Background: an optimization exercise with open tools, aiming at small area, a short achievable clock period and few clock cycles. Do not read the settings as production practice. RTL that was checked went through simulation tests only; none was proved equivalent to the original. No functional check of the RTL was part of run 1. Power and IR drop assume default switching activity. No driver is modelled on the clock port, so clocking that relies on it looks cheaper here than on a real chip.

[design/flow/flow/run.sh]
#!/bin/bash
# Own layout flow: the standard ORFS flow (standard.sh), with the standard
# synthesis run unchanged, then the layout steps run with our own port-buffer
# cell, clock-tree settings and a tighter setup target for timing repair.
# After global placement and resizing, each output port's buffer and the
# flip-flop that alone drives it are moved next to the port's pin
# (move_io.tcl); detailed placement then legalizes them.
# Each tool run's full output goes to its own log file in the work folder.
set -euo pipefail
cd "$(dirname "$0")/.."
export RES="$(pwd)/orfs/results/${FLOW_PLATFORM:-sky130hd}/kiri_tx_encoder/base"

KNOBS=(
  "BUFFER_PORTS_ARGS=-buffer_cell sky130_fd_sc_hd__buf_2"
  "CTS_ARGS=-sink_clustering_enable -repair_clock_nets -sink_clustering_size 32 -sink_clustering_max_diameter 80 -dont_use_dummy_load -buf_list sky130_fd_sc_hd__clkbuf_16"
  "SETUP_SLACK_MARGIN=8.5"
)

bash standard.sh synth > make_synth.log 2>&1
bash standard.sh "${KNOBS[@]}" 3_4_place_resized > make_place.log 2>&1
openroad -no_init -exit flow/move_io.tcl > move_io.log 2>&1
bash standard.sh "${KNOBS[@]}" finish > make_layout.log 2>&1
[design/flow/design.v]
module kiri_tx_encoder (
    input  wire       clk,
    input  wire       rst,           
    input  wire       start,
    output wire       start_ready,
    input  wire [7:0] dst,
    input  wire [7:0] src,
    input  wire [8:0] len,           
    input  wire       in_valid,
    output wire       in_ready,
    input  wire [7:0] in_data,
    output wire       out_valid,
    input  wire       out_ready,
    output wire [7:0] out_data
);
    localparam [2:0] Q_IDLE  = 3'd0,    
                     Q_DST   = 3'd1,
                     Q_SRC   = 3'd2,
                     Q_PAY   = 3'd3,
                     Q_CRCH  = 3'd4,
                     Q_CRCL  = 3'd5,
                     Q_DELIM = 3'd6;
    function [15:0] crc16_byte;
        input [15:0] crc_in;
        input [7:0]  b;
        reg   [15:0] c;
        integer      i;
        begin
            c = crc_in ^ {b, 8'h00};
            for (i = 0; i < 8; i = i + 1)
                c = c[15] ? ((c << 1) ^ 16'h1021) : (c << 1);
            crc16_byte = c;
        end
    endfunction
    reg  [9*255-1:0] ring;           
    wire [8:0]       s0 = ring[8:0];
    reg  [7:0] hoff;                 
    reg  [7:0] toff;                 
    reg  [7:0] ooff;                 
    reg        open;                 
    reg        emp;                  
    reg        full;                 
    reg        h_at0;                
    reg        t_at0;                
    reg        o_at0;                
    wire [255:0] zv;
    genvar g;
    generate
        for (g = 0; g < 256; g = g + 1) begin : zbits
            if (g >= 1 && g <= 254)
                assign zv[g] = ring[9*g + 8];
            else if (g == 255)
                assign zv[g] = 1'b1;     
            else
                assign zv[g] = 1'b0;
        end
    endgenerate
    function [8:0] first_one;        
        input [255:0] v;
        reg   [255:0] f;             
        reg   [127:0] a1; reg [127:0] i1;
        reg   [63:0]  a2; reg [127:0] i2;
        reg   [31:0]  a3; reg [95:0]  i3;
        reg   [15:0]  a4; reg [63:0]  i4;
        reg   [7:0]   a5; reg [39:0]  i5;
        reg   [3:0]   a6; reg [23:0]  i6;
        reg   [1:0]   a7; reg [13:0]  i7;
        reg           a8; reg [7:0]   i8;
        integer n;
        begin
            for (n = 0; n < 128; n = n + 1) begin
                a1[n] = v[2*n] | v[2*n+1];
                i1[n] = ~v[2*n];
            end
            for (n = 0; n < 64; n = n + 1) begin
                a2[n] = a1[2*n] | a1[2*n+1];
                i2[2*n +: 2] = a1[2*n] ? {1'b0, i1[2*n]} : {1'b1, i1[2*n+1]};
            end
            for (n = 0; n < 32; n = n + 1) begin
                a3[n] = a2[2*n] | a2[2*n+1];
                i3[3*n +: 3] = a2[2*n] ? {1'b0, i2[4*n +: 2]} : {1'b1, i2[4*n+2 +: 2]};
            end
            for (n = 0; n < 16; n = n + 1) begin
                a4[n] = a3[2*n] | a3[2*n+1];
                i4[4*n +: 4] = a3[2*n] ? {1'b0, i3[6*n +: 3]} : {1'b1, i3[6*n+3 +: 3]};
            end
            for (n = 0; n < 8; n = n + 1) begin
                a5[n] = a4[2*n] | a4[2*n+1];
                i5[5*n +: 5] = a4[2*n] ? {1'b0, i4[8*n +: 4]} : {1'b1, i4[8*n+4 +: 4]};
            end
            for (n = 0; n < 4; n = n + 1) begin
                a6[n] = a5[2*n] | a5[2*n+1];
                i6[6*n +: 6] = a5[2*n] ? {1'b0, i5[10*n +: 5]} : {1'b1, i5[10*n+5 +: 5]};
            end
            for (n = 0; n < 2; n = n + 1) begin
                a7[n] = a6[2*n] | a6[2*n+1];
                i7[7*n +: 7] = a6[2*n] ? {1'b0, i6[12*n +: 6]} : {1'b1, i6[12*n+6 +: 6]};
            end
            a8 = a7[0] | a7[1];
            i8 = a7[0] ? {1'b0, i7[6:0]} : {1'b1, i7[13:7]};
            first_one = {a8, i8};
        end
    endfunction
    wire [8:0] fo   = first_one(zv);
    wire [7:0] code = fo[7:0];
    reg        ov;                   
    reg        ov_n;                 
    reg  [7:0] od;                   
    reg  [7:0] od_n;                 
    reg        sv;                   
    reg  [7:0] sd;
    wire rd       = h_at0 && !emp && !sv && !(s0[8] && !s0[0] && o_at0);
    wire adv      = ov_n || out_ready;   
    wire [7:0] rd_byte = !s0[8] ? s0[7:0] : (s0[0] ? 8'h00 : code);
    assign out_valid = ov;
    assign out_data  = od;
    reg  [2:0] q;                    
    reg  [8:0] owe;                  
    reg  [15:0] crc;
    reg  [7:0] run;                  
    reg        split;                
    reg  [1:0] hc;                   
    reg  [7:0] h0, h1;               
    reg        in_rdy;               
    reg        srdy;                 
    reg        in_rdy_n;             
    reg        srdy_n;
    assign start_ready = srdy;
    assign in_ready    = in_rdy;
    wire req  = start && !srdy_n;
    wire take = in_valid && !in_rdy_n;
    wire fifo_q = (q == Q_DST || q == Q_SRC || q == Q_PAY);
    reg        have;                 
    reg  [7:0] raw;                  
    always @* begin
        have = 1'b1;
        raw  = h0;
        case (q)
            Q_IDLE:  have = (hc != 2'd0);
            Q_DST, Q_SRC, Q_PAY:
                     have = (hc != 2'd0);
            Q_CRCH:  raw  = crc[15:8];
            Q_CRCL:  raw  = crc[7:0];
            default: raw  = h0;
        endcase
        if (split) have = 1'b1;
    end
    wire tail_here = t_at0 && (!full || rd);
    wire ins       = tail_here && have;
    wire is_raw    = !split && (fifo_q || q == Q_CRCH || q == Q_CRCL);
    wire raw_zero  = (raw == 8'h00);
    wire       n_bound = !(is_raw && !raw_zero);            
    wire       n_delim = !split && (q == Q_DELIM);
    wire       n_open  = n_bound && !n_delim;               
    wire [8:0] n_slot  = n_bound ? {1'b1, 7'd0, n_delim} : {1'b0, raw};
    wire pop = ins && !split && fifo_q;
    wire [1:0] hc_n = req ? 2'd2 : hc + {1'b0, take} - {1'b0, pop};
    wire [8:0] owe_n = take ? owe - 9'd1 : (req ? len : owe);
    wire split_n = ins ? (!n_bound && !split && (run == 8'd253)) : split;
    wire n_close = ins && (n_bound || split_n);          
    reg  [2:0] q_n;
    always @* begin
        q_n = q;
        if (ins && !split) begin
            case (q)
                Q_IDLE:  q_n = Q_DST;
                Q_DST:   q_n = Q_SRC;
                Q_SRC, Q_PAY:
                         q_n = (owe == 9'd0 && hc == 2'd1) ? Q_CRCH : Q_PAY;
                Q_CRCH:  q_n = Q_CRCL;
                Q_CRCL:  q_n = Q_DELIM;
                default: q_n = Q_IDLE;
            endcase
        end
    end
    always @(posedge clk) begin
        ring <= {ins ? n_slot : s0, ring[9*255-1:9]};
    end
    always @(posedge clk) begin
        if (req) begin
            h0 <= dst;
            h1 <= src;
        end else if (pop) begin
            h0 <= (hc == 2'd2) ? h1 : in_data;
            if (hc == 2'd2) h1 <= in_data;
        end else if (take) begin
            if (hc == 2'd0) h0 <= in_data;
            else            h1 <= in_data;
        end
        if (ins && !split) begin
            if (q == Q_DST)
                crc <= crc16_byte(16'hFFFF, raw);
            else if (q == Q_SRC || q == Q_PAY)
                crc <= crc16_byte(crc, raw);
        end
        od <= adv ? (sv ? sd : rd_byte) : ~od_n;
        if (adv) od_n <= ~(sv ? sd : rd_byte);
        if (rd && !adv) sd <= rd_byte;
    end
    always @(posedge clk) begin
        if (rst) begin
            hoff   <= 8'd0;
            toff   <= 8'd0;
            ooff   <= 8'd0;
            open   <= 1'b0;
            emp    <= 1'b1;
            full   <= 1'b0;
            h_at0  <= 1'b1;
            t_at0  <= 1'b1;
            o_at0  <= 1'b0;
            ov     <= 1'b0;
            ov_n   <= 1'b1;
            sv     <= 1'b0;
            q      <= Q_IDLE;
            owe    <= 9'd0;
            run    <= 8'd0;
            split  <= 1'b0;
            hc     <= 2'd0;
            in_rdy <= 1'b0;
            srdy   <= 1'b1;
            in_rdy_n <= 1'b1;
            srdy_n   <= 1'b0;
        end else begin
            hoff  <= emp ? (ins ? 8'd254 : 8'd0) :
                     rd ? 8'd0 : (h_at0 ? 8'd254 : hoff - 8'd1);
            h_at0 <= emp ? !ins : (rd || hoff == 8'd1);
            toff  <= (ins || emp) ? 8'd0 : (t_at0 ? 8'd254 : toff - 8'd1);
            t_at0 <= ins || emp || (toff == 8'd1);
            ooff  <= (ins && n_open) ? 8'd254 :
                     (ooff == 8'd0) ? 8'd254 : ooff - 8'd1;
            o_at0 <= n_close ? 1'b0 : (open && ooff == 8'd1);
            if (n_close) open <= ins && n_open;
            if (ins && !rd) begin
                emp  <= 1'b0;
                full <= !emp && (hoff == 8'd1);
            end else if (rd && !ins) begin
                emp  <= (toff == 8'd1);
                full <= 1'b0;
            end
            if (adv) begin
                ov   <= sv || rd;
                ov_n <= !(sv || rd);
                sv <= 1'b0;
            end else if (rd) begin
                sv <= 1'b1;
            end
            q      <= q_n;
            owe    <= owe_n;
            hc     <= hc_n;
            split  <= split_n;
            if (ins) run <= (n_bound || split) ? 8'd0 : run + 8'd1;
            in_rdy   <= (owe_n != 9'd0) && (hc_n != 2'd2);
            in_rdy_n <= !((owe_n != 9'd0) && (hc_n != 2'd2));
            srdy     <= (hc_n == 2'd0) && !(q_n == Q_DST || q_n == Q_SRC || q_n == Q_PAY);
            srdy_n   <= !((hc_n == 2'd0) && !(q_n == Q_DST || q_n == Q_SRC || q_n == Q_PAY));
        end
    end
endmodule
[design/flow/standard.sh]
#!/bin/bash
# synth_recipe.tcl (not shown) runs the flow's synth.tcl, then flattens the netlist and writes it again
# the make line also repeats each setting of config.mk as NAME=value (left out here)
make -C /OpenROAD-flow-scripts/flow DESIGN_CONFIG=/design/flow/config.mk WORK_HOME=/design/flow/orfs CLKGATE_MAP_FILE= SYNTH_SCRIPT=/design/flow/synth_recipe.tcl "${@:-finish}"
[design/flow/config.mk]
export PLATFORM = sky130hd
export DESIGN_NAME = kiri_tx_encoder
export DESIGN_NICKNAME = kiri_tx_encoder
export VERILOG_FILES = /design/flow/design.v
export SDC_FILE = /design/flow/constraint.sdc
export NUM_CORES = 4
export LEC_CHECK = 0
export CAP_MARGIN = 20
export CORE_MARGIN = 2
export CORE_UTILIZATION = 60
export PLACE_DENSITY = 0.7
export SLEW_MARGIN = 20
[design/flow/flow/move_io.tcl]
# Move each output port's buffer, and the flip-flop that alone drives it, to
# the core's edge next to the port's pin; detailed placement legalizes them.
set res $::env(RES)
read_db $res/3_4_place_resized.odb
set block [ord::get_db_block]
set core [$block getCoreArea]
set cx0 [$core xMin]; set cy0 [$core yMin]; set cx1 [$core xMax]; set cy1 [$core yMax]
set step 2720
proc clamp {v lo hi} { expr {$v < $lo ? $lo : ($v > $hi ? $hi : $v)} }
foreach bt [$block getBTerms] {
  if {[$bt getIoType] ne "OUTPUT"} { continue }
  set net [$bt getNet]
  set buf ""
  foreach it [$net getITerms] { if {[$it isOutputSignal]} { set buf [$it getInst] } }
  if {$buf eq ""} { continue }
  set inet [[$buf findITerm A] getNet]
  set ff ""
  set loads 0
  foreach it [$inet getITerms] {
    if {[$it isOutputSignal]} { set ff [$it getInst] } else { incr loads }
  }
  set bb [$bt getBBox]
  set px [expr {([$bb xMin] + [$bb xMax]) / 2}]
  set py [expr {([$bb yMin] + [$bb yMax]) / 2}]
  # a point just inside the core, nearest the pin, and one step further in
  set bx [clamp $px $cx0 [expr {$cx1 - 10000}]]
  set by [clamp $py $cy0 [expr {$cy1 - $step}]]
  set fx $bx; set fy $by
  if {$px <= $cx0} { set fx [expr {$bx + 6000}] } elseif {$px >= $cx1} { set bx [expr {$cx1 - 6000}]; set fx [expr {$cx1 - 16000}] }
  if {$py <= $cy0} { set fy [expr {$by + $step}] } elseif {$py >= $cy1} { set by [expr {$cy1 - $step}]; set fy [expr {$cy1 - 2 * $step}] }
  $buf setLocation $bx $by
  puts "moved [$buf getName] to $bx $by for [$bt getName]"
  if {$ff ne "" && $loads == 1 && [string match "*df*" [[$ff getMaster] getName]]} {
    $ff setLocation $fx $fy
    puts "moved [$ff getName] to $fx $fy"
  }
}
write_db $res/3_4_place_resized.odb
[design/flow/constraint.sdc]
create_clock -name core_clock -period 12.0 [get_ports {clk}]
set_input_delay 2.4000 -clock core_clock [delete_from_list [all_inputs] [get_ports {clk}]]
set_output_delay 2.4000 -clock core_clock [all_outputs]
set_load 0.01 [all_outputs]
==> flow_metrics.py, run 1 <==
metrics = {
    "power": {
        "power.leakage_nw": 22.8,
        "pwr_density_cell_nw_per_um2": 225,
        "irDropWorstVdd_v": 0.000172,
    },
    "finish": {
        "final_cell_mix": "dfxtp_1, nor2_1, a21oi_1",
        "area_growth_pct": 7.58,
        "layout_commonest_cell": "dfxtp_1",
        "final-instance-count-excl-fill": 4691,
        "nets": 3567,
        "final_layout_size_suffix_gt1_share_pct": 5.92,
        "n_antenna_cell": 0,
        "nFillCells": 6398,
    },
    "sta": {
        "finalCritPeriodShare_pct": 29.3,
        "fmax_ghz": 0.285,
        "setup_violations": 0,
        "hold_viol_final": 0,
        "worst-slew-pin-transition_ns": 0.817,
        "setup_tns_ns": 0,
        "fin_skew_ns": 0.0367,
        "slew_headroom_pct": 45.6,
        "drv_slew": 0,
        "setup_slack_ns": 8.49,
        "fin_hold_ws_ns": 0.305,
        "period_needed_ns": 3.51,
        "rsz0062_at_grt": "true",
    },
    "clock_network": {
        "clkLatencyLatePin_ns": 0.67,
        "cts_buffer_depth": 3,
        "holdBufCountCts": 0,
        "cts.clk_slew.worst_paths_ns": 0.11,
        "cts_tree": "built",
        "cts_root_buf": "clkbuf_16",
        "cts.sinks": 2411,
        "numCtsBuffers": 86,
        "cts_htree_levels": 3,
    },
    "global_route": {
        "grt_usage_pct": 13.6,
        "grt_first_pass_wirelength_um": 105000,
        "first_global_vias": 20660,
        "grt_overflow": 0,
        "grt_max_degree": 44,
        "antenna_found_initial": 6,
    },
    "worst_setup_path": {
        "timing.rr.start": "ring[8]",
        "worstRegToRegCells": 12,
        "cp-end-kind": "flop",
        "worst-setup-path-type": "in2reg",
        "critPathMaxFanout": 6,
        "crit_end": "in_rdy",
        "r2r_slack_ns": 8.63,
        "worstPathArrival_ns": 4.04,
        "crit_path_start_kind": "input pin",
        "cp.required_ns": 12.52,
        "crit_start": "in_valid",
        "r2r-end": "in_rdy",
    },
    "drt": {
        "drt_iter0_drc": 1203,
        "dr.pass1.iters": 5,
        "routed_via_density": 4.64,
        "vias": 21770,
        "highest_layer": "met5",
        "m1WireLength_um": 34600,
        "antenna_left": 0,
        "dr_wl_met3_um": 2860,
        "routedWlPerCell_um": 13.6,
        "wl_met2_um": 24200,
        "drcViolationCount": 0,
        "drt_wl_total_um": 63700,
    },
    "worst_hold_path": {
        "hold_path.class": "reg2reg",
    },
    "logic_synthesis": {
        "synth_seq_cells": 2411,
        "ys.flop_type": "dfxtp_1",
        "ys_async_sr_fraction_pct": 0,
        "syn_inst": 3391,
        "yosysWarnings": 1,
        "syn_area_um2": 54500,
        "synth-edff-count": 48,
        "synth-seq-area-share_pct": 89.5,
        "syn_avg_cell_area_um2": 16.1,
        "ys_types": 69,
        "synthesis.nets": 3441,
    },
    "place": {
        "dp_slack_ns": 7.30,
        "gp_congestion": 0.861,
        "hpwl_um": 36400,
        "numPortBuffers": 48,
        "dp_cells": 4590,
    },
    "die": {
        "die_x_um": 305,
        "coreArea_um2": 90000,
        "rows": 110,
        "start_util_pct": 60.5,
        "die_h_um": 305,
        "pin_count": 49,
        "die-area_um2": 93200,
    },
    "run": {
        "maxCapViolCount": 0,
    },
    "status": {
        "status": "no timing/DRC/antenna violations",
    },
}
==> worst max-delay path, cell delays in order <==
cell,delay (ns)
buf_6,0.07
nor2b_4,0.26
nor2_4,0.08
o21bai_4,0.18
a221oi_2,0.27
and4b_1,0.26
a41oi_2,0.14
o32a_2,0.38
==> where the power goes <==
part,switching (mW),internal (mW)
Combinational,0.486,0.392
Sequential,0.250,8.66
Clock,2.09,1.30
==> metrics by stage <==
| stage | util [%] | cell area [um^2] | total power, mW |
|---|---|---|---|
| after floorplan | - | 54600 | 9.65 |
| after global placement | 62.4 | 56200 | 9.87 |
| after detailed placement | 62.4 | 56200 | 9.89 |
| after CTS | 64.9 | 58500 | 13.3 |
| after global routing | 65.1 | 58600 | 13.7 |
| final | 65.1 | 58600 | 13.2 |
==> cells by family (layout without fill, tap and decap cells) <==
kind of cell	count (synthesis)	count (layout)	synth area share (%)
AOI/OAI and AO/OA	315	315	3.61
DFF	2411	2411	89.5
xor gates and xnor gates	62	62	0.997
buffers and inverters	99	222	0.698
and+or+nand+nor	458	459	4.31
adders and majority gates	12	12	0.276
muxes	34	34	0.643
==> state kept, by name, indices dropped and copies added (netlist names), 2 cells and up <==
| signal | flops |
|---|---|
| h1 | 8 |
| owe | 9 |
| crc | 16 |
| hc | 2 |
| od_n | 8 |
| sd | 8 |
| hoff | 8 |
| h0 | 8 |
| ring | 2295 |
| toff | 8 |
| run | 8 |
| ooff | 8 |
| q | 3 |
| od | 8 |
==> worst min path at each step <==
stage	endpoint	cells after the start	startpoint	slack, ns
after CTS	ring[109]	0	ring[118]	0.30
after floorplan	ring[0]	0	ring[9]	0.31
final	ring[82]	0	ring[91]	0.30
after global placement	ring[1258]	0	ring[1267]	0.31
after global routing	ring[339]	0	ring[348]	0.31
after detailed placement	ring[1283]	0	ring[1292]	0.31
==> per-layer routing <==
layer / global-route usage [%] / vias up
met5: 0 / -
met4: 4.81 / 6
met3: 2.93 / 130
met2: 18.6 / 296
met1: 21.4 / 10086
li1: - / 11252
==> synthesized netlist by cell type (10+ instances only) <==
library cell  count  area [um^2]
a21oi_1         107          536
a31oi_1          10         62.6
clkbuf_1         23         86.3
dfxtp_1        2363        47300
edfxtp_1         48         1440
ha_1             12          150
inv_1            70          263
mux2i_1          26          260
nand2_1          85          319
nand2b_1         13         81.3
nand3_1          12         60.1
nand4_1          12         75.1
nor2_1          138          518
nor2b_1          28          175
nor3_1           36          180
nor4_1           59          369
o21ai_0          83          415
o21bai_1         13         97.6
o31ai_1          24          180
or4_1            19          143
xnor2_1          40          350
xor2_1           22          193
==> area by class of cell <==
cell class / count / area (um^2) / share of cell area [%]
multi-input cells: 882 / 5540 / 9.45
well taps: 1176 / 1470 / 2.51
inverters: 72 / 270 / 0.461
repair buffers: 64 / 422 / 0.719
flip-flops and latches: 2411 / 48800 / 83.2
clock buffers: 86 / 2150 / 3.67
==> repair_timing <==
item | CTS | global route
endpoints found under the hold margin | 0 | 0
gates cloned | 1 | 0
resized for setup | 17 | 28
buffers inserted | 7 | 7
setup endpoints to repair | 51 | 28
pin swaps | 3 | 10
==> inputs of run 2 (changes only) <==
--- a/design/flow/design.v
+++ b/design/flow/design.v
@@ -174,4 +174,11 @@
         end
     end
+    wire pay_q_n   = (q_n == Q_DST || q_n == Q_SRC || q_n == Q_PAY);
+    wire ir_take   = (owe != 9'd1) && !(hc == 2'd1 && !pop) && !(hc == 2'd2 && pop);
+    wire ir_none   = (owe != 9'd0) && !(hc == 2'd2 && !pop) && !(hc == 2'd3 && pop);
+    wire sr_take   = (hc == 2'd3 && !pop) || (hc == 2'd0 && pop);
+    wire sr_none   = (hc == 2'd0 && !pop) || (hc == 2'd1 && pop);
+    wire in_rdy_nx = !req && (take ? ir_take : ir_none);
+    wire srdy_nx   = !req && (take ? sr_take : sr_none) && !pay_q_n;
     always @(posedge clk) begin
         ring <= {ins ? n_slot : s0, ring[9*255-1:9]};
@@ -250,8 +257,8 @@
             split  <= split_n;
             if (ins) run <= (n_bound || split) ? 8'd0 : run + 8'd1;
-            in_rdy   <= (owe_n != 9'd0) && (hc_n != 2'd2);
-            in_rdy_n <= !((owe_n != 9'd0) && (hc_n != 2'd2));
-            srdy     <= (hc_n == 2'd0) && !(q_n == Q_DST || q_n == Q_SRC || q_n == Q_PAY);
-            srdy_n   <= !((hc_n == 2'd0) && !(q_n == Q_DST || q_n == Q_SRC || q_n == Q_PAY));
+            in_rdy   <= in_rdy_nx;
+            in_rdy_n <= !in_rdy_nx;
+            srdy     <= srdy_nx;
+            srdy_n   <= !srdy_nx;
         end
     end
--- a/design/flow/flow/move_io.tcl
+++ b/design/flow/flow/move_io.tcl
@@ -16,7 +16,20 @@
   set inet [[$buf findITerm A] getNet]
   set ff ""
-  set loads 0
+  set others {}
   foreach it [$inet getITerms] {
-    if {[$it isOutputSignal]} { set ff [$it getInst] } else { incr loads }
+    if {[$it isOutputSignal]} { set ff [$it getInst] } elseif {[$it getInst] ne $buf} { lappend others [$it getInst] }
+  }
+  # the flip-flop moves only if its output feeds nothing but the buffer and
+  # the gates of its own hold path (cells that drive its D pin)
+  set movable [expr {$ff ne "" && [string match "*df*" [[$ff getMaster] getName]]}]
+  if {$movable} {
+    set dnet [[$ff findITerm D] getNet]
+    foreach o $others {
+      set drives 0
+      foreach oit [$o getITerms] {
+        if {[$oit isOutputSignal] && [$oit getNet] eq $dnet} { set drives 1 }
+      }
+      if {!$drives} { set movable 0 }
+    }
   }
   set bb [$bt getBBox]
@@ -31,5 +44,5 @@
   $buf setLocation $bx $by
   puts "moved [$buf getName] to $bx $by for [$bt getName]"
-  if {$ff ne "" && $loads == 1 && [string match "*df*" [[$ff getMaster] getName]]} {
+  if {$movable} {
     $ff setLocation $fx $fy
     puts "moved [$ff getName] to $fx $fy"
--- a/design/flow/config.mk
+++ b/design/flow/config.mk
@@ -9,4 +9,4 @@
 export CORE_MARGIN = 2
 export CORE_UTILIZATION = 60
-export PLACE_DENSITY = 0.7
+export PLACE_DENSITY = 0.8
 export SLEW_MARGIN = 20
==> run 2 against run 1 <==
  * Register-to-register slack improved by 0.07 ns
  * Non-clock buffer count decreased by 15
  * Power shrank 1.4%
  * Clock power hardly changed
  * Hold slack worse by 0.022 ns
  * Via count up 1.1%
  * Global-route usage rose by 1.1 points
  * Utilization down 0.21 points
  * Largest cell class unchanged
==> flow_metrics.py, run 2 <==
metrics = {
    "clock_network": {
        "clkLatencyLatePin_ns": 0.68,
        "post_cts_buffers": 0,
        "cts.clk_slew.worst_paths_ns": 0.11,
        "numCtsBuffers": 86,
        "cts.sinks": 2411,
        "holdBufCountCts": 0,
        "cts_htree_levels": 3,
        "cts_tree": "built",
        "cts_buffer_depth": 3,
        "cts_root_buf": "clkbuf_16",
    },
    "place": {
        "dp_slack_ns": 7.96,
        "gp_congestion": 0.870,
        "numPortBuffers": 48,
        "hpwl_um": 39400,
    },
    "worst_setup_path": {
        "cp.required_ns": 9.60,
        "crit_chain": "buf_6",
        "cp-end-kind": "output pin",
        "r2r_slack_ns": 8.70,
        "worstPathArrival_ns": 1.14,
        "critPathMaxFanout": 2,
        "cpLargestDelayFamily": "flip-flops",
        "critical_path.max_stage_delay_ns": 0.38,
        "worst-path-buf-inv": 1,
        "worstRegToRegCells": 8,
        "crit_path_start_kind": "flop",
        "path_depth": 1,
        "critical-path-slowest-cell": "dfxtp_4",
        "worst-setup-path-type": "reg2out",
    },
    "finish": {
        "top_regs": "ring (2295), crc (16), owe (9)",
        "nets": 3564,
        "final_layout_size_suffix_gt1_share_pct": 5.16,
        "n_antenna_cell": 0,
        "largest_reg_flops": 2295,
        "layout_commonest_cell": "dfxtp_1",
        "area_growth_pct": 7.12,
        "largest-register": "ring",
        "final_cell_mix": "dfxtp_1, nor2_1, a21oi_1",
    },
    "status": {
        "status": "no timing/DRC/antenna violations",
    },
    "drt": {
        "drcViolationCount": 0,
        "drt_wl_total_um": 68300,
        "drt_iter0_drc": 1389,
        "antenna_left": 0,
        "routed_via_density": 4.70,
        "routedWlPerCell_um": 14.6,
        "vias": 22016,
        "dr.pass1.iters": 5,
    },
    "sta": {
        "setup_slack_ns": 8.46,
        "setup_tns_ns": 0,
        "period_needed_ns": 3.54,
        "slew_headroom_pct": 45.8,
        "hold_viol_final": 0,
        "finalCritPeriodShare_pct": 29.5,
        "setup_violations": 0,
        "drv_slew": 0,
        "rsz0062_at_grt": "true",
        "worst-slew-pin-transition_ns": 0.813,
        "fmax_ghz": 0.283,
        "fin_skew_ns": 0.0605,
    },
    "logic_synthesis": {
        "syn_avg_cell_area_um2": 16.1,
        "synth-edff-count": 48,
        "synthTopCellsByArea": "dfxtp_1, edfxtp_1, a21oi_1",
        "synthTopCellsByCount": "dfxtp_1, nor2_1, a21oi_1",
        "synth_top_area_share_pct": 86.6,
        "syn_area_um2": 54600,
        "yosysMostFrequentCell": "dfxtp_1",
        "yosysWarnings": 1,
        "syn_inst": 3401,
        "synth.largest_area_cell": "dfxtp_1",
        "synth-seq-area-share_pct": 89.2,
        "ys_async_sr_fraction_pct": 0,
        "synth_seq_cells": 2411,
        "synthesis.nets": 3454,
        "ys_types": 73,
        "ys.flop_type": "dfxtp_1",
    },
    "run": {
        "maxCapViolCount": 0,
    },
    "global_route": {
        "grt_overflow": 0,
        "antenna_found_initial": 5,
        "grt_usage_pct": 14.7,
        "first_global_vias": 21851,
        "grt_max_degree": 43,
        "grt_first_pass_wirelength_um": 112000,
    },
    "power": {
        "p_int_mw": 10.2,
        "clockPowerShare_pct": 26.2,
        "switching_power_mw": 2.77,
        "pwr-share-comb_pct": 5.7,
        "power.leakage_nw": 22.8,
        "netSwitchingFraction_pct": 21.3,
        "seqPwrFrac_pct": 68.1,
        "pwr_density_cell_nw_per_um2": 222,
        "irDropWorstVdd_v": 0.000173,
    },
    "die": {
        "coreArea_um2": 90100,
        "die_h_um": 306,
        "rows": 110,
        "start_util_pct": 60.6,
        "die-area_um2": 93500,
        "die_x_um": 306,
        "pin_count": 49,
    },
    "worst_hold_path": {
        "hold_path.class": "reg2reg",
        "min_path_cells": 0,
    },
}
-- run 2: cell count changes in the layout (fill, tap and decap cells not counted), moves of 6 or more --
| cell | change |
|---|---|
| nand3_1 | +12 |
| nor2b_1 | +6 |
| buf_4 | -12 |
| nand2b_1 | +11 |
| o21ai_1 | +7 |
| o21ai_0 | -14 |
| o211ai_1 | +6 |
| buf_6 | -6 |
-- run 2: kinds of logic (layout without fill, tap and decap cells) --
kind of cell               after synthesis  in the layout  share of synthesized area [%]
adders and majority gates               15             15                          0.344
DFF                                   2411           2411                           89.2
buffers and inverters                  103            211                          0.735
muxes                                   39             39                          0.738
xor gates and xnor gates                61             61                          0.978
AOI/OAI and AO/OA                      314            314                           3.64
and+or+nand+nor                        458            458                           4.33
-- run 2: metal layers --
| metal | GRT usage, % | share of wire, % | vias up |
|---|---|---|---|
| met1 | 21.9 | 52 | 10271 |
| li1 | - | - | 11243 |
| met2 | 21.8 | 41 | 372 |
| met4 | 4.64 | 2.7 | 4 |
| met5 | 0 | 0.040 | - |
| met3 | 3.04 | 4.8 | 126 |
-- run 2: layout make-up --
class                           count  area (um^2)
Inverter                           76          285
Fill cell                        6135        31600
Sequential cell                  2411        48800
Timing Repair Buffer               49          279
Multi-Input combinational cell    887         5570
Clock buffer                       86         2150
Tap cell                         1176         1470
-- run 2: power groups by stage --
stage	Clock, mW	Sequential [mW]	Combinational (mW)
after floorplan	0	8.92	0.595
after global placement	0	9.01	0.689
after detailed placement	0	9.02	0.717
after CTS	3.51	8.85	0.732
after global routing	3.77	8.91	0.829
final	3.40	8.85	0.734
-- run 2: path summary, 6_finish.rpt --
path                    end      start
hold / removal    ring[642]  ring[651]
setup / recovery  out_valid         ov
hold reg to reg   ring[642]  ring[651]
setup reg to reg      od[3]   ring[53]
-- run 2: metrics by stage --
| stage | total power [mW] | std cells | util [%] | cell area (um^2) | hold slack, ns |
|---|---|---|---|---|---|
| 2_1_floorplan | 9.52 | 3401 | - | 54700 | 0.310 |
| 3_3_place_gp | 9.70 | 4599 | 62.4 | 56300 | 0.311 |
| 3_5_place_dp | 9.74 | 4599 | 62.4 | 56300 | 0.312 |
| 4_1_cts | 13.1 | 4685 | 64.9 | 58500 | 0.278 |
| 5_1_grt | 13.5 | 4685 | 64.9 | 58500 | 0.301 |
| 6_report | 13.0 | 4685 | 64.9 | 58500 | 0.283 |
-- run 2: what timing repair did --
item | 4_1_cts | 5_1_grt
pin swaps | 1 | 2
endpoints found under the setup margin | 43 | 35
gates resized for setup | 10 | 10
Testbench counts of run 2, summed over its fixed seeds: cycles 24,986.
==> inputs of run 3 (changes only) <==
--- a/design/flow/config.mk
+++ b/design/flow/config.mk
@@ -8,5 +8,5 @@
 export CAP_MARGIN = 20
 export CORE_MARGIN = 2
-export CORE_UTILIZATION = 60
-export PLACE_DENSITY = 0.8
+export CORE_UTILIZATION = 55
+export PLACE_DENSITY = 0.65
 export SLEW_MARGIN = 20
==> run 3 against run 2 <==
  * Utilization is 5.3 points lower
  * First-iteration DRC count fell by 18%
  * Design area rose by 0.32%
  * Count of clock-buffer cells in the layout rose by 1
  * Sequential power is essentially flat
  * Clock power about the same
  * Sequential cell count stayed put
  * Largest cell class unchanged
==> flow_metrics.py, run 3 <==
metrics = {
    "status": {
        "status": "no timing/DRC/antenna violations",
    },
    "logic_synthesis": {
        "synth-seq-area-share_pct": 89.2,
        "ys.flop_type": "dfxtp_1",
        "synth.largest_area_cell": "dfxtp_1",
        "syn_area_um2": 54600,
        "yosysWarnings": 1,
        "synthTopCellsByCount": "dfxtp_1, nor2_1, a21oi_1",
        "syn_avg_cell_area_um2": 16.1,
        "synth_seq_cells": 2411,
        "synth-edff-count": 48,
        "syn_inst": 3401,
        "synth_top_area_share_pct": 86.6,
        "synthTopCellsByArea": "dfxtp_1, edfxtp_1, a21oi_1",
        "yosysMostFrequentCell": "dfxtp_1",
        "ys_types": 73,
        "synthesis.nets": 3454,
        "ys_async_sr_fraction_pct": 0,
    },
    "worst_setup_path": {
        "r2r_slack_ns": 8.67,
        "critical-path-slowest-cell": "dfxtp_4",
        "cp-end-kind": "output pin",
        "worstRegToRegCells": 9,
        "worst-path-buf-inv": 1,
        "timing.rr.start": "ring[8]",
        "worstPathArrival_ns": 1.19,
        "critPathMaxFanout": 2,
        "cp.required_ns": 9.60,
        "r2r-end": "h1[1]",
        "crit_path_start_kind": "flop",
        "worst-setup-path-type": "reg2out",
        "crit_chain": "buf_6",
        "cpLargestDelayFamily": "flip-flops",
        "critical_path.max_stage_delay_ns": 0.41,
    },
    "die": {
        "rows": 115,
        "die_h_um": 319,
        "pin_count": 49,
        "die_x_um": 319,
        "coreArea_um2": 98400,
        "start_util_pct": 55.5,
        "die-area_um2": 102000,
    },
    "clock_network": {
        "cts_htree_levels": 3,
        "clkLatencyLatePin_ns": 0.69,
        "holdBufCountCts": 0,
        "cts.sinks": 2411,
        "cts_root_buf": "clkbuf_16",
        "numCtsBuffers": 87,
        "cts.clk_slew.worst_paths_ns": 0.11,
        "cts_buffer_depth": 3,
        "cts_tree": "built",
    },
    "worst_hold_path": {
        "whs_endpoint": "ring[1687]",
        "min_path_cells": 0,
        "min_from": "ring[1696]",
        "hold_path.class": "reg2reg",
    },
    "finish": {
        "fin_util_pct": 59.6,
        "layout_commonest_cell": "dfxtp_1",
        "area_growth_pct": 7.46,
        "final-instance-count-excl-fill": 4799,
        "largest_reg_flops": 2295,
        "nets": 3566,
        "final_cell_mix": "dfxtp_1, nor2_1, a21oi_1",
        "fin_area_um2": 58700,
        "largest-register": "ring",
        "final_layout_size_suffix_gt1_share_pct": 5.24,
        "top_regs": "ring (2295), crc (16), owe (9)",
    },
    "sta": {
        "fin_skew_ns": 0.0778,
        "rsz0062_at_grt": "true",
        "setup_tns_ns": 0,
        "setup_slack_ns": 8.41,
        "period_needed_ns": 3.59,
        "worst-slew-pin-transition_ns": 0.828,
        "hold_viol_final": 0,
        "fmax_ghz": 0.278,
        "slew_headroom_pct": 44.8,
        "setup_violations": 0,
        "finalCritPeriodShare_pct": 29.9,
        "drv_slew": 0,
    },
    "global_route": {
        "grt_first_pass_wirelength_um": 105000,
        "first_global_vias": 20568,
        "grt_max_degree": 43,
        "grt_overflow": 0,
        "grt_usage_pct": 12.7,
        "antenna_found_initial": 12,
    },
    "place": {
        "numPortBuffers": 48,
        "gp_congestion": 0.805,
        "dp_slack_ns": 7.69,
        "dp_cells": 4709,
        "hpwl_um": 36900,
        "dpl_cell_area_um2": 56400,
    },
    "drt": {
        "routedWlPerCell_um": 13.3,
        "drcViolationCount": 0,
        "vias": 21628,
        "antenna_left": 0,
        "drt_wl_total_um": 63800,
        "routed_via_density": 4.51,
        "dr.pass1.iters": 5,
        "drt_iter0_drc": 1138,
    },
    "power": {
        "pwr_density_cell_nw_per_um2": 221,
        "power.leakage_nw": 22.8,
        "irDropWorstVdd_v": 0.000168,
    },
    "run": {
        "maxCapViolCount": 0,
    },
}
==> run 3: changes by cell type in the layout (fill, tap and decap cells not counted), sizes merged <==
| cell | previous run | this run |
|---|---|---|
| diode | 0 | 1 |
| buf | 49 | 50 |
| clkbuf | 86 | 87 |
==> run 3: repair_timing <==
item                       CTS  global route
resized for setup           11            11
setup endpoints to repair   51            40
buffers inserted             0             2
pin swaps                    0             2
==> run 3: routing by layer <==
layer	up-vias	global-route usage, %	share of wire (%)
li1	11253	-	-
met1	10025	19.8	55
met2	213	17.0	38
met3	127	3.11	4.0
met4	10	4.31	3.0
met5	-	0	0.10
==> run 3: cell type report <==
cell class | count | area, um^2
Clock buffer | 87 | 2180
Tap cell | 1287 | 1610
Antenna cell | 1 | 2.50
Multi-Input combinational cell | 887 | 5580
Fill cell | 7498 | 39700
Timing Repair Buffer | 50 | 287
Inverter | 76 | 285
Sequential cell | 2411 | 48800
==> run 3: report_power, final <==
part / switching (mW) / internal [mW]
registers: 0.238 / 8.60
clock network: 2.10 / 1.31
logic: 0.413 / 0.313
total: 2.75 / 10.2
==> run 3: kinds of logic after synthesis <==
| family | synth area share (%) |
|---|---|
| multiplexers | 0.738 |
| adder cells (fa/ha/maj) | 0.344 |
| flip-flops | 89.2 |
| XOR/XNOR | 0.978 |
| buffers and inverters | 0.735 |
| AO/OA/AOI/OAI | 3.64 |
| AND/OR/NAND/NOR | 4.33 |
==> run 3: worst max-delay path by stage <==
stage	from	end	slack, ns	cells past startpoint
after floorplan	in_valid	hc[1]	8.34	9
after global placement	start	owe[2]	7.73	7
final	ov	out_valid	8.41	1
after CTS	ov	out_valid	8.34	1
after detailed placement	start	owe[2]	7.69	7
after global routing	ov	out_valid	8.33	1
==> run 3: per-stage QoR <==
step	power (mW)	hold WS, ns
5_1_grt	13.6	0.274
2_1_floorplan	9.52	0.310
3_3_place_gp	9.72	0.310
4_1_cts	13.1	0.274
3_5_place_dp	9.73	0.312
6_report	13.0	0.269
==> inputs of run 4 (changes only) <==
--- a/design/flow/config.mk
+++ b/design/flow/config.mk
@@ -8,5 +8,5 @@
 export CAP_MARGIN = 20
 export CORE_MARGIN = 2
-export CORE_UTILIZATION = 55
-export PLACE_DENSITY = 0.65
+export CORE_UTILIZATION = 60
+export PLACE_DENSITY = 0.7
 export SLEW_MARGIN = 20
==> run 4 against run 3 <==
  * Die area fell by 8.2%
  * Synthesized area unchanged
  * Critical path depth did not move
  * Non-clock buffer count did not move
  * Final cell count is 2.3% lower
  * Routed wire length hardly changed
  * Power fell by 0.18%
  * Design area shrank 0.31%
  * Clock skew down 0.021 ns
  * Fmax increased by 1.9%
  * Via count up 0.51%
  * Register-to-register slack worse by 0.05 ns
  * Largest power group unchanged
  * Highest routed layer unchanged
==> flow_metrics.py, run 4 <==
metrics = {
    "logic_synthesis": {
        "synth-edff-count": 48,
        "syn_avg_cell_area_um2": 16.1,
        "synthesis.nets": 3454,
        "syn_area_um2": 54600,
        "yosysMostFrequentCell": "dfxtp_1",
        "synth_seq_cells": 2411,
        "synth_top_area_share_pct": 86.6,
        "synthTopCellsByCount": "dfxtp_1, nor2_1, a21oi_1",
        "ys.flop_type": "dfxtp_1",
        "synthTopCellsByArea": "dfxtp_1, edfxtp_1, a21oi_1",
        "synth-seq-area-share_pct": 89.2,
        "synth.largest_area_cell": "dfxtp_1",
        "ys_async_sr_fraction_pct": 0,
        "syn_inst": 3401,
        "ys_types": 73,
        "yosysWarnings": 1,
    },
    "finish": {
        "top_regs": "ring (2295), crc (16), owe (9)",
        "nFillCells": 6433,
        "fin_util_pct": 64.9,
        "layout_commonest_cell": "dfxtp_1",
        "final-instance-count-excl-fill": 4689,
        "largest_reg_flops": 2295,
        "area_growth_pct": 7.12,
        "final_cell_mix": "dfxtp_1, nor2_1, a21oi_1",
        "largest-register": "ring",
        "nets": 3565,
        "final_layout_size_suffix_gt1_share_pct": 5.07,
    },
    "power": {
        "power_mw": 13.0,
        "pwr_density_cell_nw_per_um2": 221,
        "switching_power_mw": 2.75,
        "pwr-share-comb_pct": 5.6,
        "seqPwrFrac_pct": 68.2,
        "power.leakage_nw": 22.8,
        "clockPowerShare_pct": 26.2,
        "p_int_mw": 10.2,
        "netSwitchingFraction_pct": 21.2,
        "irDropWorstVdd_v": 0.000164,
    },
    "die": {
        "pin_count": 49,
        "die_h_um": 306,
        "rows": 110,
        "die_x_um": 306,
        "coreArea_um2": 90100,
        "start_util_pct": 60.6,
        "die-area_um2": 93500,
    },
    "drt": {
        "routedWlPerCell_um": 13.6,
        "dr.pass1.iters": 5,
        "routed_via_density": 4.64,
        "drt_wl_total_um": 63800,
        "antenna_left": 0,
        "drt_iter0_drc": 1298,
        "drcViolationCount": 0,
        "vias": 21739,
    },
    "worst_setup_path": {
        "cp.required_ns": 9.60,
        "critical-path-slowest-cell": "dfxtp_2",
        "cpLargestDelayFamily": "flip-flops",
        "worst-path-buf-inv": 1,
        "crit_path_start_kind": "flop",
        "worst-setup-path-type": "reg2out",
        "worstRegToRegCells": 12,
        "crit_chain": "buf_6",
        "cp-end-kind": "output pin",
        "path_depth": 1,
        "worstPathArrival_ns": 1.12,
        "critical_path.max_stage_delay_ns": 0.37,
        "critPathMaxFanout": 2,
    },
    "place": {
        "numPortBuffers": 48,
        "dp_cells": 4599,
        "hpwl_um": 36900,
        "gp_congestion": 0.800,
    },
    "sta": {
        "fin_hold_ws_ns": 0.288,
        "rsz0062_at_grt": "true",
        "worst-slew-pin-transition_ns": 0.967,
        "setup_tns_ns": 0,
        "hold_viol_final": 0,
        "fmax_ghz": 0.284,
        "drv_slew": 0,
        "setup_violations": 0,
        "fin_skew_ns": 0.0566,
        "slew_headroom_pct": 35.4,
        "finalCritPeriodShare_pct": 29.4,
        "period_needed_ns": 3.52,
    },
    "clock_network": {
        "holdBufCountCts": 0,
        "cts.clk_slew.worst_paths_ns": 0.11,
        "cts_tree": "built",
        "cts_buffer_depth": 3,
        "clkLatencyLatePin_ns": 0.68,
        "numCtsBuffers": 86,
        "cts_htree_levels": 3,
        "cts.sinks": 2411,
        "cts_root_buf": "clkbuf_16",
    },
    "global_route": {
        "grt_usage_pct": 13.8,
        "first_global_vias": 20645,
        "grt_first_pass_wirelength_um": 106000,
        "antenna_found_initial": 16,
        "grt_max_degree": 43,
        "grt_overflow": 0,
    },
    "status": {
        "status": "no timing/DRC/antenna violations",
    },
    "worst_hold_path": {
        "hold_path.class": "reg2reg",
        "min_path_cells": 0,
    },
    "run": {
        "maxCapViolCount": 0,
    },
}
==> run 4: routing by layer <==
layer	global-route usage, %	routed length, um	vias up
li1	-	-	11250
met1	22.0	35400	10089
met2	18.4	23900	251
met3	3.30	2650	135
met4	4.46	1810	14
met5	0	91	-
==> run 4: layout make-up <==
type	count	area, um^2	share of cell area (%)
repair buffers	50	280	0.479
clock buffers	86	2150	3.68
well taps	1176	1470	2.51
diodes	3	7.51	0.0128
flip-flops and latches	2411	48800	83.3
multi-input cells	887	5570	9.51
inverters	76	285	0.488
==> run 4: kinds of logic (layout without fill, tap and decap cells) <==
kind of cell             Yosys count  after routing  share of synthesized area, %
AO/OA/AOI/OAI                    314            314                          3.64
XOR/XNOR                          61             61                         0.978
adder cells (fa/ha/maj)           15             15                         0.344
buffers and inverters            103            212                         0.735
flip-flops                      2411           2411                          89.2
multiplexers                      39             39                         0.738
other                              0              3                             0
AND/OR/NAND/NOR                  458            458                          4.33
==> run 4: final timing paths <==
check,startpoint,end,slack (ns)
hold / removal,ring[1299],ring[1290],0.29
setup reg to reg,ring[8],hc[1],8.62
setup / recovery,ov,out_valid,8.48
hold reg to reg,ring[1299],ring[1290],0.29
==> run 4: metrics by stage <==
| step | area, um^2 | worst slack, ns |
|---|---|---|
| 2_1_floorplan | 54700 | 8.34 |
| 3_3_place_gp | 56300 | 7.72 |
| 3_5_place_dp | 56300 | 7.62 |
| 4_1_cts | 58500 | 8.40 |
| 5_1_grt | 58500 | 8.39 |
| 6_report | 58500 | 8.48 |
==> run 4: timing repair <==
| item | 4_1_cts | 5_1_grt |
|---|---|---|
| pin swaps | 0 | 1 |
| setup buffers | 1 | 0 |
| setup endpoints to repair | 48 | 50 |
| resized for setup | 5 | 11 |
==> run 4: power groups by stage <==
stage          Sequential, mW  Clock [mW]  Combinational (mW)
5_1_grt                  8.91        3.79               0.821
3_3_place_gp             9.02           0               0.697
3_5_place_dp             9.01           0               0.714
4_1_cts                  8.85        3.53               0.726
2_1_floorplan            8.92           0               0.595
6_report                 8.84        3.39               0.724
==> inputs of run 5 (changes only) <==
--- a/design/flow/flow/run.sh
+++ b/design/flow/flow/run.sh
@@ -14,5 +14,5 @@
   "BUFFER_PORTS_ARGS=-buffer_cell sky130_fd_sc_hd__buf_2"
   "CTS_ARGS=-sink_clustering_enable -repair_clock_nets -sink_clustering_size 32 -sink_clustering_max_diameter 80 -dont_use_dummy_load -buf_list sky130_fd_sc_hd__clkbuf_16"
-  "SETUP_SLACK_MARGIN=8.5"
+  "SETUP_SLACK_MARGIN=8.7"
 )
 
==> run 5 against run 4 <==
  * Still clean
  * Critical path depth unchanged
  * Clock power barely moved
  * Synthesized cell count stayed put
  * Global-route usage barely moved
  * Die area is the same
  * Setup slack better by 0.0060 ns
  * Synthesized area is the same
==> flow_metrics.py, run 5 <==
metrics = {
    "sta": {
        "finalCritPeriodShare_pct": 29.3,
        "fin_hold_ws_ns": 0.293,
        "slew_headroom_pct": 32.3,
        "setup_tns_ns": 0,
        "setup_violations": 0,
        "worst-slew-pin-transition_ns": 1.01,
        "setup_slack_ns": 8.48,
        "drv_slew": 0,
        "fin_skew_ns": 0.0601,
        "rsz0062_at_grt": "true",
        "fmax_ghz": 0.284,
        "hold_viol_final": 0,
        "period_needed_ns": 3.52,
    },
    "worst_setup_path": {
        "crit_chain": "buf_6",
        "worst-setup-path-type": "reg2out",
        "worstRegToRegCells": 12,
        "cp.required_ns": 9.60,
        "cp-end-kind": "output pin",
        "worst-path-buf-inv": 1,
        "cpLargestDelayFamily": "flip-flops",
        "timing.rr.start": "ring[8]",
        "critical_path.max_stage_delay_ns": 0.34,
        "critical-path-slowest-cell": "dfxtp_2",
        "r2r-end": "hc[1]",
        "crit_path_start_kind": "flop",
        "r2r_slack_ns": 8.93,
        "worstPathArrival_ns": 1.12,
        "critPathMaxFanout": 1,
    },
    "logic_synthesis": {
        "ys_async_sr_fraction_pct": 0,
        "syn_avg_cell_area_um2": 16.1,
        "syn_area_um2": 54600,
        "synth_compound_area_share_pct": 3.64,
        "synth_seq_cells": 2411,
        "ys_types": 73,
        "synth-edff-count": 48,
        "synth_top_area_share_pct": 86.6,
        "synth_top_family_by_area": "simple AND/OR/NAND/NOR gates",
        "synthAdderAreaFrac_pct": 0.344,
        "synth.largest_area_cell": "dfxtp_1",
        "yosysWarnings": 1,
        "syn_inst": 3401,
        "synth-xor-area-share_pct": 0.978,
        "synthMuxAreaShare_pct": 0.738,
        "synthesis.nets": 3454,
        "yosysMostFrequentCell": "dfxtp_1",
        "synthTopCellsByCount": "dfxtp_1, nor2_1, a21oi_1",
        "synthTopCellsByArea": "dfxtp_1, edfxtp_1, a21oi_1",
        "ys.flop_type": "dfxtp_1",
        "synth-simple-area-share_pct": 4.33,
        "synth-seq-area-share_pct": 89.2,
    },
    "finish": {
        "layout_commonest_cell": "dfxtp_1",
        "nets": 3570,
        "top_regs": "ring (2295), crc (16), owe (9)",
        "final_cell_mix": "dfxtp_1, nor2_1, a21oi_1",
        "ff_latch_area_um2": 48800,
        "nFillCells": 6306,
        "final_layout_size_suffix_gt1_share_pct": 5.58,
        "area_growth_pct": 7.35,
        "largest-register": "ring",
        "n_antenna_cell": 0,
        "largest_reg_flops": 2295,
        "fin_util_pct": 65.1,
        "multiInputGateArea_um2": 5610,
    },
    "global_route": {
        "grt_overflow": 0,
        "antenna_found_initial": 9,
        "first_global_vias": 20680,
        "grt_usage_pct": 13.8,
        "grt_max_degree": 43,
        "grt_first_pass_wirelength_um": 105000,
    },
    "clock_network": {
        "cts_htree_levels": 3,
        "numCtsBuffers": 86,
        "holdBufCountCts": 0,
        "cts_tree": "built",
        "cts_root_buf": "clkbuf_16",
        "cts_buffer_depth": 3,
        "cts.sinks": 2411,
        "clkLatencyLatePin_ns": 0.67,
        "cts.clk_slew.worst_paths_ns": 0.11,
    },
    "status": {
        "status": "no timing/DRC/antenna violations",
    },
    "drt": {
        "vias": 21708,
        "routed_via_density": 4.63,
        "antenna_left": 0,
        "drcViolationCount": 0,
        "routedWlPerCell_um": 13.7,
        "dr.pass1.iters": 5,
        "drt_iter0_drc": 1183,
        "drt_wl_total_um": 64100,
    },
    "power": {
        "power.leakage_nw": 22.8,
        "pwr_density_cell_nw_per_um2": 221,
        "irDropWorstVdd_v": 0.000172,
    },
    "place": {
        "hpwl_um": 37000,
        "dp_slack_ns": 7.64,
        "numPortBuffers": 48,
        "gp_congestion": 0.828,
    },
    "worst_hold_path": {
        "whs_endpoint": "ring[181]",
        "hold_path.class": "reg2reg",
        "min_path_cells": 0,
        "min_from": "ring[190]",
    },
    "die": {
        "pin_count": 49,
        "die_h_um": 306,
        "start_util_pct": 60.6,
        "die_x_um": 306,
        "rows": 110,
        "die-area_um2": 93500,
        "coreArea_um2": 90100,
    },
    "run": {
        "maxCapViolCount": 0,
    },
}
## run 5: changes by cell type in the layout (fill, tap and decap cells not counted), sizes merged
cell,previous run,this run
buf,50,54
clkinvlp,0,2
diode,3,0
inv,75,73
nor2b,36,37
## run 5: where the power goes
part	switching, mW	internal (mW)	leakage, nW	total, mW
Combinational	0.419	0.324	2.21	0.744
Clock	2.09	1.30	1.06	3.39
Sequential	0.242	8.60	19.6	8.84
## run 5: through the flow
step / cells / area, um^2 / total power [mW]
finish: 4691 / 58600 / 13.0
detailed placement: 4598 / 56300 / 9.73
floorplan: 3401 / 54700 / 9.52
global placement: 4598 / 56300 / 9.72
CTS: 4688 / 58600 / 13.1
global route: 4691 / 58600 / 13.5
## run 5: area by class of cell
cell class,instances,area share [%]
timing repair buffer,54,0.604
sequential,2411,83.1
tap,1176,2.51
clock buffer,86,3.67
inverter,76,0.499
multi-input combinational,888,9.57
## run 5: how the worst max path moves through the flow
stage                     startpoint     endpoint  cells after the start
after floorplan             in_valid        hc[1]                      9
after global placement         start       owe[2]                      7
after detailed placement       start       owe[7]                      6
after CTS                      od[2]  out_data[2]                      1
after global routing           od[3]  out_data[3]                      1
final                          od[3]  out_data[3]                      1
## run 5: routing by layer
metal	track usage, %	routed length (um)	part of all wire (%)
met4	4.77	1860	2.9
met5	0	57	0.089
met2	18.6	24100	38
met3	2.80	2370	3.7
met1	21.8	35700	56
## run 5: logic make-up after synthesis
| kind of cell | after synthesis |
|---|---|
| DFF | 2411 |
| AOI/OAI and AO/OA | 314 |
| adders and majority gates | 15 |
| muxes | 39 |
| and+or+nand+nor | 458 |
| xor gates and xnor gates | 61 |
| buffers and inverters | 103 |
## run 5: repair_timing
action | 4_1_cts | 5_1_grt
gates cloned | 0 | 1
buffers inserted | 4 | 2
pin swaps | 3 | 2
setup endpoints to repair | 75 | 31
gates resized for setup | 18 | 15
==> inputs of run 6 (changes only) <==
--- a/design/flow/design.v
+++ b/design/flow/design.v
@@ -245,8 +245,8 @@
                 full <= 1'b0;
             end
+            ov <= adv ? (sv || rd) : !ov_n;
             if (adv) begin
-                ov   <= sv || rd;
                 ov_n <= !(sv || rd);
-                sv <= 1'b0;
+                sv   <= 1'b0;
             end else if (rd) begin
                 sv <= 1'b1;
--- a/design/flow/flow/run.sh
+++ b/design/flow/flow/run.sh
@@ -14,5 +14,5 @@
   "BUFFER_PORTS_ARGS=-buffer_cell sky130_fd_sc_hd__buf_2"
   "CTS_ARGS=-sink_clustering_enable -repair_clock_nets -sink_clustering_size 32 -sink_clustering_max_diameter 80 -dont_use_dummy_load -buf_list sky130_fd_sc_hd__clkbuf_16"
-  "SETUP_SLACK_MARGIN=8.7"
+  "SETUP_SLACK_MARGIN=8.5"
 )
 
==> run 6 against run 5 <==
  * Still clean on timing, DRC and antenna
  * Utilization decreased by 0.097 points
  * Global-route usage is essentially flat
  * Sequential share of layout area is 0.11 points higher
  * Hold slack got worse by 0.022 ns
  * Design area fell by 0.15%
  * Die area barely moved
  * Clock power barely moved
  * Fmax grew 0.19%
  * Clock skew fell by 0.0070 ns
  * Power fell by 0.99%
  * Synthesized cell count hardly changed
  * Critical path type unchanged
  * Largest cell class unchanged
  * Largest power group unchanged
==> flow_metrics.py, run 6 <==
metrics = {
    "place": {
        "dp_slack_ns": 7.86,
        "numPortBuffers": 48,
        "hpwl_um": 36900,
        "gp_congestion": 0.780,
        "dpl_cell_area_um2": 56300,
    },
    "logic_synthesis": {
        "synth-edff-count": 48,
        "ys_async_sr_fraction_pct": 0,
        "synth_seq_cells": 2411,
        "yosysMostFrequentCell": "dfxtp_1",
        "syn_area_um2": 54600,
        "synthesis.nets": 3451,
        "yosysWarnings": 1,
        "syn_avg_cell_area_um2": 16.1,
        "synth_top_area_share_pct": 86.7,
        "ys.flop_type": "dfxtp_1",
        "ys_types": 83,
        "synthTopCellsByCount": "dfxtp_1, nor2_1, a21oi_1",
        "synthTopCellsByArea": "dfxtp_1, edfxtp_1, a21oi_1",
        "synth.largest_area_cell": "dfxtp_1",
        "syn_inst": 3398,
        "synth-seq-area-share_pct": 89.3,
    },
    "worst_setup_path": {
        "critPathMaxFanout": 1,
        "path_depth": 1,
        "crit_chain": "buf_2",
        "critical_path.max_stage_delay_ns": 0.33,
        "worstPathArrival_ns": 1.11,
        "worst-path-buf-inv": 1,
        "cp.required_ns": 9.60,
        "critical-path-slowest-cell": "dfxtp_1",
        "worstRegToRegCells": 8,
        "crit_path_start_kind": "flop",
        "worst-setup-path-type": "reg2out",
        "cp-end-kind": "output pin",
        "cpLargestDelayFamily": "flip-flops",
    },
    "power": {
        "irDropWorstVdd_v": 0.000146,
        "power.leakage_nw": 22.8,
        "pwr_density_cell_nw_per_um2": 219,
    },
    "die": {
        "die_x_um": 306,
        "coreArea_um2": 90100,
        "start_util_pct": 60.6,
        "rows": 110,
        "die-area_um2": 93400,
        "pin_count": 49,
        "die_h_um": 306,
    },
    "global_route": {
        "grt_first_pass_wirelength_um": 106000,
        "grt_max_degree": 39,
        "grt_overflow": 0,
        "grt_usage_pct": 13.8,
        "first_global_vias": 20799,
        "antenna_found_initial": 7,
    },
    "sta": {
        "setup_slack_ns": 8.49,
        "worst-slew-pin-transition_ns": 1.02,
        "hold_viol_final": 0,
        "rsz0062_at_grt": "true",
        "setup_violations": 0,
        "setup_tns_ns": 0,
        "finalCritPeriodShare_pct": 29.3,
        "drv_slew": 0,
        "period_needed_ns": 3.51,
        "slew_headroom_pct": 32.0,
        "fin_hold_ws_ns": 0.271,
        "fmax_ghz": 0.285,
        "fin_skew_ns": 0.0530,
    },
    "worst_hold_path": {
        "hold_path.class": "reg2reg",
        "min_path_cells": 0,
    },
    "drt": {
        "vias": 21784,
        "drcViolationCount": 0,
        "antenna_left": 0,
        "drt_wl_total_um": 63600,
        "drt_iter0_drc": 1213,
        "routedWlPerCell_um": 13.6,
        "dr.pass1.iters": 7,
        "routed_via_density": 4.64,
    },
    "finish": {
        "final_cell_mix": "dfxtp_1, nor2_1, a21oi_1",
        "nets": 3569,
        "nFillCells": 6291,
        "ff_latch_area_um2": 48800,
        "largest_reg_flops": 2295,
        "layout_commonest_cell": "dfxtp_1",
        "largest-register": "ring",
        "top_regs": "ring (2295), crc (16), owe (9)",
        "final_layout_size_suffix_gt1_share_pct": 5.35,
        "fin_area_um2": 58600,
        "area_growth_pct": 7.27,
        "multiInputGateArea_um2": 5530,
        "fin_util_pct": 65.0,
        "n_antenna_cell": 0,
    },
    "status": {
        "status": "no timing/DRC/antenna violations",
    },
    "clock_network": {
        "cts.sinks": 2411,
        "cts_root_buf": "clkbuf_16",
        "cts_htree_levels": 3,
        "cts_buffer_depth": 3,
        "cts.clk_slew.worst_paths_ns": 0.11,
        "clkLatencyLatePin_ns": 0.67,
        "cts_tree": "built",
        "numCtsBuffers": 87,
    },
    "run": {
        "maxCapViolCount": 0,
    },
}
[run 6: metal layers]
layer | up-vias | share of wire, % | track usage [%]
met5 | - | 0 | 0
met4 | 0 | 2.8 | 4.30
met3 | 114 | 3.9 | 2.76
met2 | 257 | 37 | 18.5
met1 | 10138 | 56 | 22.2
li1 | 11275 | - | -
[run 6: logic make-up (layout without fill, tap and decap cells)]
logic type | count (synthesis) | in the layout | share of synthesized area (%)
and+or+nand+nor | 452 | 452 | 4.23
xor gates and xnor gates | 61 | 61 | 0.979
adders and majority gates | 15 | 15 | 0.344
buffers and inverters | 109 | 225 | 0.772
AOI/OAI and AO/OA | 315 | 315 | 3.71
muxes | 35 | 35 | 0.660
DFF | 2411 | 2411 | 89.3
[run 6: area by class of cell]
cell class / count / area share (%)
Timing Repair Buffer: 54 / 0.530
Clock buffer: 87 / 3.72
Sequential cell: 2411 / 83.3
Tap cell: 1176 / 2.51
Multi-Input combinational cell: 878 / 9.44
Inverter: 84 / 0.547
[run 6: where the power goes]
| part | switching (mW) | internal (mW) |
|---|---|---|
| logic | 0.368 | 0.282 |
| clock network | 2.10 | 1.31 |
| registers | 0.218 | 8.57 |
[run 6: per-stage QoR]
| stage | total power, mW | std cells |
|---|---|---|
| finish | 12.8 | 4690 |
| global route | 13.4 | 4690 |
| CTS | 13.0 | 4686 |
| detailed placement | 9.59 | 4599 |
| global placement | 9.57 | 4599 |
| floorplan | 9.40 | 3398 |
[run 6: what timing repair did]
item,CTS,global route
buffers inserted,0,4
hold buffers,0,0
pin swaps,0,3
endpoints found under the setup margin,22,54
gates resized for setup,6,14
[run 6: worst paths after layout]
| check | start | end | slack (ns) |
|---|---|---|---|
| setup / recovery | od[2] | out_data[2] | 8.49 |
| setup reg to reg | ring[1781] | od[4] | 8.60 |
| hold reg to reg | ring[297] | ring[288] | 0.27 |
| hold / removal | ring[297] | ring[288] | 0.27 |
Testbench counts of run 6, summed over its fixed seeds: cycles 24,986.
==> inputs of run 7 (changes only) <==
--- a/design/flow/flow/run.sh
+++ b/design/flow/flow/run.sh
@@ -15,4 +15,5 @@
   "CTS_ARGS=-sink_clustering_enable -repair_clock_nets -sink_clustering_size 32 -sink_clustering_max_diameter 80 -dont_use_dummy_load -buf_list sky130_fd_sc_hd__clkbuf_16"
   "SETUP_SLACK_MARGIN=8.5"
+  "PLACE_PINS_ARGS=-group_pins {out_ready out_valid out_data[0] out_data[1] out_data[2] out_data[3] out_data[4] out_data[5] out_data[6] out_data[7]}"
 )
 
--- a/design/flow/config.mk
+++ b/design/flow/config.mk
@@ -9,4 +9,5 @@
 export CORE_MARGIN = 2
 export CORE_UTILIZATION = 60
+export GPL_ROUTABILITY_DRIVEN = 0
 export PLACE_DENSITY = 0.7
 export SLEW_MARGIN = 20
==> run 7 against run 6 <==
  * Still clean
  * Combinational power is 2% lower
  * Routed wire length is 0.78% lower
  * Power is 0.21% lower
  * Sequential share of layout area is 0.074 points higher
  * Clock skew is 0.0055 ns lower
  * Final cell count is 0.11% lower
  * Sequential power hardly changed
  * Fmax hardly changed
  * Global-route usage is 0.18 points lower
  * Design area hardly changed
  * Count of clock-buffer cells in the layout is 1 lower
  * Hold slack better by 0.021 ns
  * Highest routed layer unchanged
==> flow_metrics.py, run 7 <==
metrics = {
    "global_route": {
        "antenna_found_initial": 10,
        "grt_overflow": 0,
        "grt_usage_pct": 13.6,
        "grt_max_degree": 39,
        "grt_first_pass_wirelength_um": 104000,
        "first_global_vias": 20410,
    },
    "sta": {
        "rsz0062_at_grt": "true",
        "drv_slew": 0,
        "setup_violations": 0,
        "fin_hold_ws_ns": 0.292,
        "finalCritPeriodShare_pct": 29.2,
        "fmax_ghz": 0.285,
        "setup_tns_ns": 0,
        "fin_skew_ns": 0.0475,
        "hold_viol_final": 0,
        "period_needed_ns": 3.51,
        "worst-slew-pin-transition_ns": 0.947,
        "slew_headroom_pct": 36.7,
    },
    "worst_setup_path": {
        "crit_path_start_kind": "flop",
        "cp.required_ns": 9.60,
        "worstPathArrival_ns": 1.11,
        "critical_path.max_stage_delay_ns": 0.34,
        "cp-end-kind": "output pin",
        "critPathMaxFanout": 1,
        "cpLargestDelayFamily": "flip-flops",
        "timing.rr.start": "ring[8]",
        "worst-path-buf-inv": 1,
        "crit_start": "od[1]",
        "worstRegToRegCells": 12,
        "worst-setup-path-type": "reg2out",
        "critical-path-slowest-cell": "dfxtp_2",
        "crit_chain": "buf_6",
        "path_depth": 1,
    },
    "logic_synthesis": {
        "synthesis.nets": 3451,
        "syn_avg_cell_area_um2": 16.1,
        "synthTopCellsByCount": "dfxtp_1, nor2_1, a21oi_1",
        "yosysWarnings": 1,
        "synth_top_area_share_pct": 86.7,
        "ys.flop_type": "dfxtp_1",
        "synth_seq_cells": 2411,
        "ys_async_sr_fraction_pct": 0,
        "yosysMostFrequentCell": "dfxtp_1",
        "synth-seq-area-share_pct": 89.3,
        "synth.largest_area_cell": "dfxtp_1",
        "syn_inst": 3398,
        "synthTopCellsByArea": "dfxtp_1, edfxtp_1, a21oi_1",
        "ys_types": 83,
        "syn_area_um2": 54600,
        "synth-edff-count": 48,
    },
    "finish": {
        "final_cell_mix": "dfxtp_1, nor2_1, a21oi_1",
        "top_regs": "ring (2295), crc (16), owe (9)",
        "layout_commonest_cell": "dfxtp_1",
        "largest-register": "ring",
        "largest_reg_flops": 2295,
        "area_growth_pct": 7.19,
        "final-instance-count-excl-fill": 4685,
        "final_layout_size_suffix_gt1_share_pct": 5.24,
        "fin_area_um2": 58500,
        "nets": 3564,
        "n_antenna_cell": 0,
    },
    "place": {
        "hpwl_um": 36100,
        "dpl_cell_area_um2": 56300,
        "dp_cells": 4598,
        "numPortBuffers": 48,
    },
    "die": {
        "die_h_um": 306,
        "pin_count": 49,
        "rows": 110,
        "coreArea_um2": 90100,
        "die-area_um2": 93400,
        "die_x_um": 306,
        "start_util_pct": 60.6,
    },
    "clock_network": {
        "cts.sinks": 2411,
        "cts.clk_slew.worst_paths_ns": 0.11,
        "cts_buffer_depth": 3,
        "cts_root_buf": "clkbuf_16",
        "clkLatencyLatePin_ns": 0.67,
        "cts_htree_levels": 3,
        "numCtsBuffers": 86,
        "cts_tree": "built",
        "holdBufCountCts": 0,
    },
    "drt": {
        "drt_wl_total_um": 63100,
        "antenna_left": 0,
        "routedWlPerCell_um": 13.5,
        "routed_via_density": 4.64,
        "vias": 21717,
        "drt_iter0_drc": 1140,
        "drcViolationCount": 0,
        "dr.pass1.iters": 5,
    },
    "run": {
        "maxCapViolCount": 0,
    },
    "status": {
        "status": "no timing/DRC/antenna violations",
    },
    "worst_hold_path": {
        "hold_path.class": "reg2reg",
        "min_from": "ring[477]",
        "min_path_cells": 0,
    },
    "power": {
        "switching_power_mw": 2.68,
        "power.leakage_nw": 22.7,
        "power_mw": 12.8,
        "irDropWorstVdd_v": 0.000152,
        "seqPwrFrac_pct": 68.6,
        "pwr-share-comb_pct": 5.0,
        "clockPowerShare_pct": 26.5,
        "p_int_mw": 10.1,
        "netSwitchingFraction_pct": 20.9,
        "pwr_density_cell_nw_per_um2": 219,
    },
}
run 7: cell counts after synthesis:
No cell type changed its count.
run 7: what timing repair did:
item	CTS	global route
cloned	0	0
setup endpoints to repair	24	39
setup buffers	0	1
pin swaps	0	3
resized for setup	10	13
run 7: final cells by class:
class / instances / area, um^2
flip-flops and latches: 2411 / 48800
fillers: 6328 / 31600
multi-input cells: 878 / 5510
clock buffers: 86 / 2150
well taps: 1176 / 1470
inverters: 84 / 320
repair buffers: 50 / 299
run 7: routing by layer:
layer	track usage [%]	routed length (um)	up-vias
met3	2.79	2370	118
met5	0	0	-
met4	3.81	1620	0
met2	18.1	23300	280
met1	22.2	35800	10066
li1	-	-	11253
run 7: cells by family after synthesis:
logic type | Yosys count | synth area share (%)
DFF | 2411 | 89.3
xor gates and xnor gates | 61 | 0.979
muxes | 35 | 0.660
adders and majority gates | 15 | 0.344
and+or+nand+nor | 452 | 4.23
buffers and inverters | 109 | 0.772
AOI/OAI and AO/OA | 315 | 3.71
run 7: stage by stage:
step           worst slack (ns)  utilization [%]
4_1_cts                    8.43             64.8
5_1_grt                    8.43             64.9
3_5_place_dp               7.87             62.4
2_1_floorplan              8.40                -
3_3_place_gp               7.94             62.4
6_report                   8.49             64.9
run 7: final timing paths:
kind                 endpoint  slack (ns)
setup reg to reg        hc[1]        8.69
hold / removal      ring[468]        0.29
setup / recovery  out_data[1]        8.49
hold reg to reg     ring[468]        0.29
run 7: power groups by stage:
stage / combinational (mW) / sequential, mW / clock (mW)
after floorplan: 0.516 / 8.88 / 0
after global placement: 0.609 / 8.96 / 0
after detailed placement: 0.624 / 8.97 / 0
after CTS: 0.634 / 8.80 / 3.52
after global routing: 0.724 / 8.86 / 3.78
final: 0.636 / 8.79 / 3.39

[afterwards: timing with drivers on the ports]
The flow's constraints put no driver on any port. The routed layouts listed below were extracted and timed again, unchanged, in two steps.
Step 1: set_driving_cell puts a clkbuf_16 on clk and a buf_2 on each other input, an assumption about the parent block.
Step 2 times the ports against the registers' clock, not the clock port: input delays grow and output delays shrink by t, the midpoint of the rising clock arrivals with the driver on.
Three values: no drivers, after step 1, after step 2; two values: the first two.
run	t, ns	setup WS [ns]
run 1	0.714	8.487 / 8.434 / 7.799
run 2	0.708	8.462 / 8.398 / 7.966
run 3	0.718	8.408 / 8.341 / 7.915
run 4	0.719	8.475 / 8.414 / 7.868
run 5	0.709	8.481 / 8.416 / 8.092
run 6	0.710	8.488 / 8.421 / 8.001
run 7	0.712	8.491 / 8.425 / 8.006
After both steps setup and hold are still met in every run listed.
